This is an optimization exercise on Yosys and OpenROAD, whose aim is small area and few clock cycles, not a production implementation. At most, simulation tests tie the RTL to the original design; equivalence was not proved. Power is estimated from default activity; no workload was simulated.

Setup of job 104:
==> flow/design.v <==
module crc16_x25_byte (
    input  wire [15:0] crc_in,
    input  wire [7:0]  data,
    output reg  [15:0] crc_out
);
    integer i;
    reg [15:0] c;
    always @(*) begin
        c = crc_in ^ {8'h00, data};
        for (i = 0; i < 8; i = i + 1) begin
            if (c[0])
                c = (c >> 1) ^ 16'h8408;
            else
                c = c >> 1;
        end
        crc_out = c;
    end
endmodule
module hdlc_rx32 (
    input  wire        clk,
    input  wire        rst,
    input  wire        rx_valid,
    output wire        rx_ready,
    input  wire [31:0] rx_data,
    input  wire  [2:0] rx_len,
    input  wire        rx_clear,
    output wire        pl_valid,
    input  wire        pl_ready,
    output wire [31:0] pl_data,
    output wire  [2:0] pl_len,
    output wire        pl_end,
    output wire        pl_crc_ok,
    output wire        pl_abort
);
    localparam [7:0]  FLAG = 8'h7E;
    localparam [7:0]  ESC  = 8'h7D;
    localparam [15:0] RESIDUE = 16'hF0B8;
    reg        open_r;      
    reg        ne_r;        
    reg        esc_r;       
    reg  [1:0] hc_r;        
    reg  [7:0] h0_r;        
    reg  [7:0] h1_r;        
    reg [15:0] crc_r;       
    reg        half_r;      
    wire [15:0] b = half_r ? rx_data[31:16] : rx_data[15:0];
    wire [7:0]  b0 = b[7:0];
    wire [7:0]  b1 = b[15:8];
    wire        in0 = 1'b1;                                   
    wire        in1 = half_r ? rx_len[2] : (rx_len[2] | rx_len[1]);
    wire        more = !half_r && (rx_len[2] | (&rx_len[1:0]));   
    wire f0 = in0 && (b0 == FLAG);
    wire f1 = in1 && (b1 == FLAG);
    wire x0 = (b0 == ESC);
    wire x1 = (b1 == ESC);
    wire end0  = f0 && open_r && ne_r;
    wire bd0   = !f0 && open_r;                   
    wire i0    = bd0 && !esc_r && x0;             
    wire v0    = bd0 && !i0;                      
    wire [7:0] u0 = b0 ^ {2'b00, esc_r, 5'b00000};
    wire o1    = f0 || open_r;                    
    wire n1    = !f0 && (ne_r || bd0);            
    wire e1    = i0;                              
    wire end1  = f1 && o1 && n1;
    wire bd1   = in1 && !f1 && o1;
    wire i1    = bd1 && !e1 && x1;
    wire v1    = bd1 && !i1;
    wire [7:0] u1 = b1 ^ {2'b00, e1, 5'b00000};
    wire has_end = end0 || end1;
    wire hin  = !f0 || end0;                      
    wire [1:0] hce = hin ? hc_r : 2'd0;
    wire       v1n = v1 && !end0;
    reg  [2:0] nemit;
    reg        tge2;
    always @(*) begin
        case ({hce, v0, v1n})
            4'b00_00:                     begin tge2 = 1'b0; nemit = 3'd0; end
            4'b00_01, 4'b00_10, 4'b01_00: begin tge2 = 1'b0; nemit = has_end ? 3'd1 : 3'd0; end
            4'b00_11, 4'b01_01, 4'b01_10, 4'b10_00: begin tge2 = 1'b1; nemit = 3'd0; end
            4'b01_11, 4'b10_01, 4'b10_10: begin tge2 = 1'b1; nemit = 3'd1; end
            4'b10_11:                     begin tge2 = 1'b1; nemit = 3'd2; end
            default:                      begin tge2 = 1'b1; nemit = 3'd0; end
        endcase
    end
    wire [7:0] slot0 = (hce == 2'd2) ? h0_r : (hce == 2'd1) ? h1_r : u0;
    assign pl_data = {b, h1_r, slot0};
    wire [15:0] cs0, cs1;
    wire [15:0] ca0 = crc_r;
    crc16_x25_byte u_s0 (.crc_in(ca0), .data(u0), .crc_out(cs0));
    wire [15:0] ca1 = f0 ? 16'hFFFF : (v0 ? cs0 : ca0);
    crc16_x25_byte u_s1 (.crc_in(ca1), .data(u1), .crc_out(cs1));
    wire [15:0] ca2 = f1 ? 16'hFFFF : (v1 ? cs1 : ca1);
    wire esc_at_end = end0 ? esc_r : e1;
    wire crc_good = ((end0 ? ca0 : ca1) == RESIDUE) && !esc_at_end && tge2;
    wire ev = rx_clear ? (open_r && ne_r) : (has_end || nemit != 3'd0);
    assign pl_valid  = rx_valid && ev;
    assign pl_len    = rx_clear ? 3'd0 : nemit;
    assign pl_end    = rx_clear || has_end;
    assign pl_crc_ok = !rx_clear && crc_good;
    assign pl_abort  = rx_clear;
    wire go = rx_valid && (!ev || pl_ready);
    assign rx_ready = (!ev || pl_ready) && (rx_clear || !more);
    wire o2 = f1 || o1;
    wire n2 = !f1 && (n1 || bd1);
    wire e2 = f1 ? 1'b0 : (bd1 ? i1 : e1);
    wire [2:0] kb = f1 ? 3'd0 :
                    f0 ? {2'b00, v1} :
                    {1'b0, hc_r} + {2'b00, v0} + {2'b00, v1};
    always @(posedge clk) begin
        if (rst) begin
            open_r <= 1'b0;
            hc_r   <= 2'd0;
            half_r <= 1'b0;
        end else if (go) begin
            if (rx_clear) begin
                open_r <= 1'b0;
                half_r <= 1'b0;
            end else begin
                open_r <= o2;
                ne_r   <= n2;
                esc_r  <= e2;
                hc_r   <= (kb >= 3'd2) ? 2'd2 : kb[1:0];
                crc_r  <= ca2;
                if (v1) begin
                    h0_r <= v0 ? u0 : h1_r;
                    h1_r <= u1;
                end else if (v0) begin
                    h0_r <= h1_r;
                    h1_r <= u0;
                end
                half_r <= more;
            end
        end
    end
endmodule
==> flow/config.mk <==
export PLATFORM = sky130hd
export DESIGN_NAME = hdlc_rx32
export DESIGN_NICKNAME = hdlc_rx32
export VERILOG_FILES = /design/flow/design.v
export SDC_FILE = /design/flow/constraint.sdc
export NUM_CORES = 4
export LEC_CHECK = 0
export CAP_MARGIN = 20
export CORE_MARGIN = 2
export CORE_UTILIZATION = 40
export SLEW_MARGIN = 20
==> flow/constraint.sdc <==
create_clock -name core_clock -period 5.5 [get_ports {clk}]
set_input_delay 1.1000 -clock core_clock [delete_from_list [all_inputs] [get_ports {clk}]]
set_output_delay 1.1000 -clock core_clock [all_outputs]
set_load 0.01 [all_outputs]
standard.sh (not shown) runs the stock make flow with config.mk's settings and CLKGATE_MAP_FILE= SYNTH_SCRIPT=/design/flow/synth_recipe.tcl, a recipe that flattens the netlist after the stock synthesis.
==> flow/flow/run.sh <==
#!/bin/bash
# Layout flow: the standard flow (standard.sh, ORFS synth to finish) with
# two changes:
#  - ABC maps the logic with flow/abc_area.script (structural choices, then
#    delay mapping with area recovery) in place of ORFS's speed script,
#    which upsizes every gate; synthesis is otherwise unchanged, so the
#    registers are the standard synthesis's;
#  - the port buffers are buf_1 cells instead of the default buffer cell.
# Each step's full log stays in orfs/logs/; make's own output goes to
# flow_make.log in the work folder.
set -euo pipefail
W=$PWD
rm -rf "$W/scripts_local"
cp -r "$FLOW_HOME/scripts" "$W/scripts_local"
cp "$W/flow/abc_area.script" "$W/scripts_local/abc_speed.script"
bash "$W/standard.sh" SCRIPTS_DIR="$W/scripts_local" \
    BUFFER_PORTS_ARGS="-buffer_cell sky130_fd_sc_hd__buf_1" finish \
    > "$W/flow_make.log" 2>&1
==> flow/flow/abc_area.script <==
&get -n
&st
&dch
&nf -R 1000
&put
topo
Testbench counts of job 104, summed over its fixed seeds: cycles 49,670.
Inputs modified between job 104 and job 105:
--- a/flow/design.v
+++ b/flow/design.v
@@ -68,4 +68,9 @@
     wire [7:0] u1 = b1 ^ {2'b00, e1, 5'b00000};
     wire has_end = end0 || end1;
+    wire [7:0] b2 = rx_data[23:16];
+    wire [7:0] b3 = rx_data[31:24];
+    wire fast = !half_r && rx_len[2] && !rx_clear && open_r && (hc_r == 2'd2) &&
+                !f0 && !x0 && !f1 && !x1 &&
+                (b2 != FLAG) && (b2 != ESC) && (b3 != FLAG) && (b3 != ESC);
     wire hin  = !f0 || end0;                      
     wire [1:0] hce = hin ? hc_r : 2'd0;
@@ -84,5 +89,5 @@
     end
     wire [7:0] slot0 = (hce == 2'd2) ? h0_r : (hce == 2'd1) ? h1_r : u0;
-    assign pl_data = {b, h1_r, slot0};
+    assign pl_data = {u1, u0, h1_r, slot0};
     wire [15:0] cs0, cs1;
     wire [15:0] ca0 = crc_r;
@@ -91,14 +96,17 @@
     crc16_x25_byte u_s1 (.crc_in(ca1), .data(u1), .crc_out(cs1));
     wire [15:0] ca2 = f1 ? 16'hFFFF : (v1 ? cs1 : ca1);
+    wire [15:0] cs2, cs3;
+    crc16_x25_byte u_s2 (.crc_in(ca2), .data(b2), .crc_out(cs2));
+    crc16_x25_byte u_s3 (.crc_in(cs2), .data(b3), .crc_out(cs3));
     wire esc_at_end = end0 ? esc_r : e1;
     wire crc_good = ((end0 ? ca0 : ca1) == RESIDUE) && !esc_at_end && tge2;
     wire ev = rx_clear ? (open_r && ne_r) : (has_end || nemit != 3'd0);
     assign pl_valid  = rx_valid && ev;
-    assign pl_len    = rx_clear ? 3'd0 : nemit;
+    assign pl_len    = rx_clear ? 3'd0 : fast ? 3'd4 : nemit;
     assign pl_end    = rx_clear || has_end;
     assign pl_crc_ok = !rx_clear && crc_good;
     assign pl_abort  = rx_clear;
     wire go = rx_valid && (!ev || pl_ready);
-    assign rx_ready = (!ev || pl_ready) && (rx_clear || !more);
+    assign rx_ready = (!ev || pl_ready) && (rx_clear || !more || fast);
     wire o2 = f1 || o1;
     wire n2 = !f1 && (n1 || bd1);
@@ -116,4 +124,9 @@
                 open_r <= 1'b0;
                 half_r <= 1'b0;
+            end else if (fast) begin
+                esc_r  <= 1'b0;
+                crc_r  <= cs3;
+                h0_r   <= b2;
+                h1_r   <= b3;
             end else begin
                 open_r <= o2;
[summary]
Job 105 went all the way through the flow, and no timing, DRC or antenna check failed.
Die area ends up lower on job 104.
Job 105 against job 104: total power rose by 170 uW; length of routed met3 wiring rose by 260 um; clock skew rose by 6.9 ps; maximum number of pins on one net before global-route repair rose by 24%; tightest hold margin fell by 41 ps.
Compared with job 104, in job 105 worst vdd rail ir drop saw an increase, net switching power went up, last weighted congestion value of the routability-driven placer now sits higher, critical path depth in cells saw an increase, delay contributed by the slowest stage of the critical path fell 350 ps.
On starting density of the core, job 105 and job 104 are basically level.
For job 105, only the layout was checked, not whether the RTL still works.

## re-timing with driven ports
The results above use ideal ports. As a check the final layouts listed here were re-extracted and re-timed, cells and wires unchanged. Step 1, drivers: a clkbuf_16 drives clk and a buf_2 each remaining input, both assumed. Step 2 adds t to the input delays and takes it off the output delays; t is the mean of the earliest and latest rising clock arrival at the registers after step 1. Input paths then give back, and output paths get back, about the clock's delay inside the block. a / b / c = ideal ports / drivers / drivers and shift; a / b = the first two.
run	shift t [ns]	setup slack, ns	latest minus earliest clock arrival (ns)
job 104	0.325	0.242 / 0.221 / 0.221	0.008 / 0.009
job 105	0.331	0.154 / 0.133 / -0.008	0.015 / 0.015
Met with ideal ports but missed after step 2: setup timing in job 105. The setup slack of job 105, which loses most, moves by -0.021 ns with the drivers and by -0.162 ns with both steps.
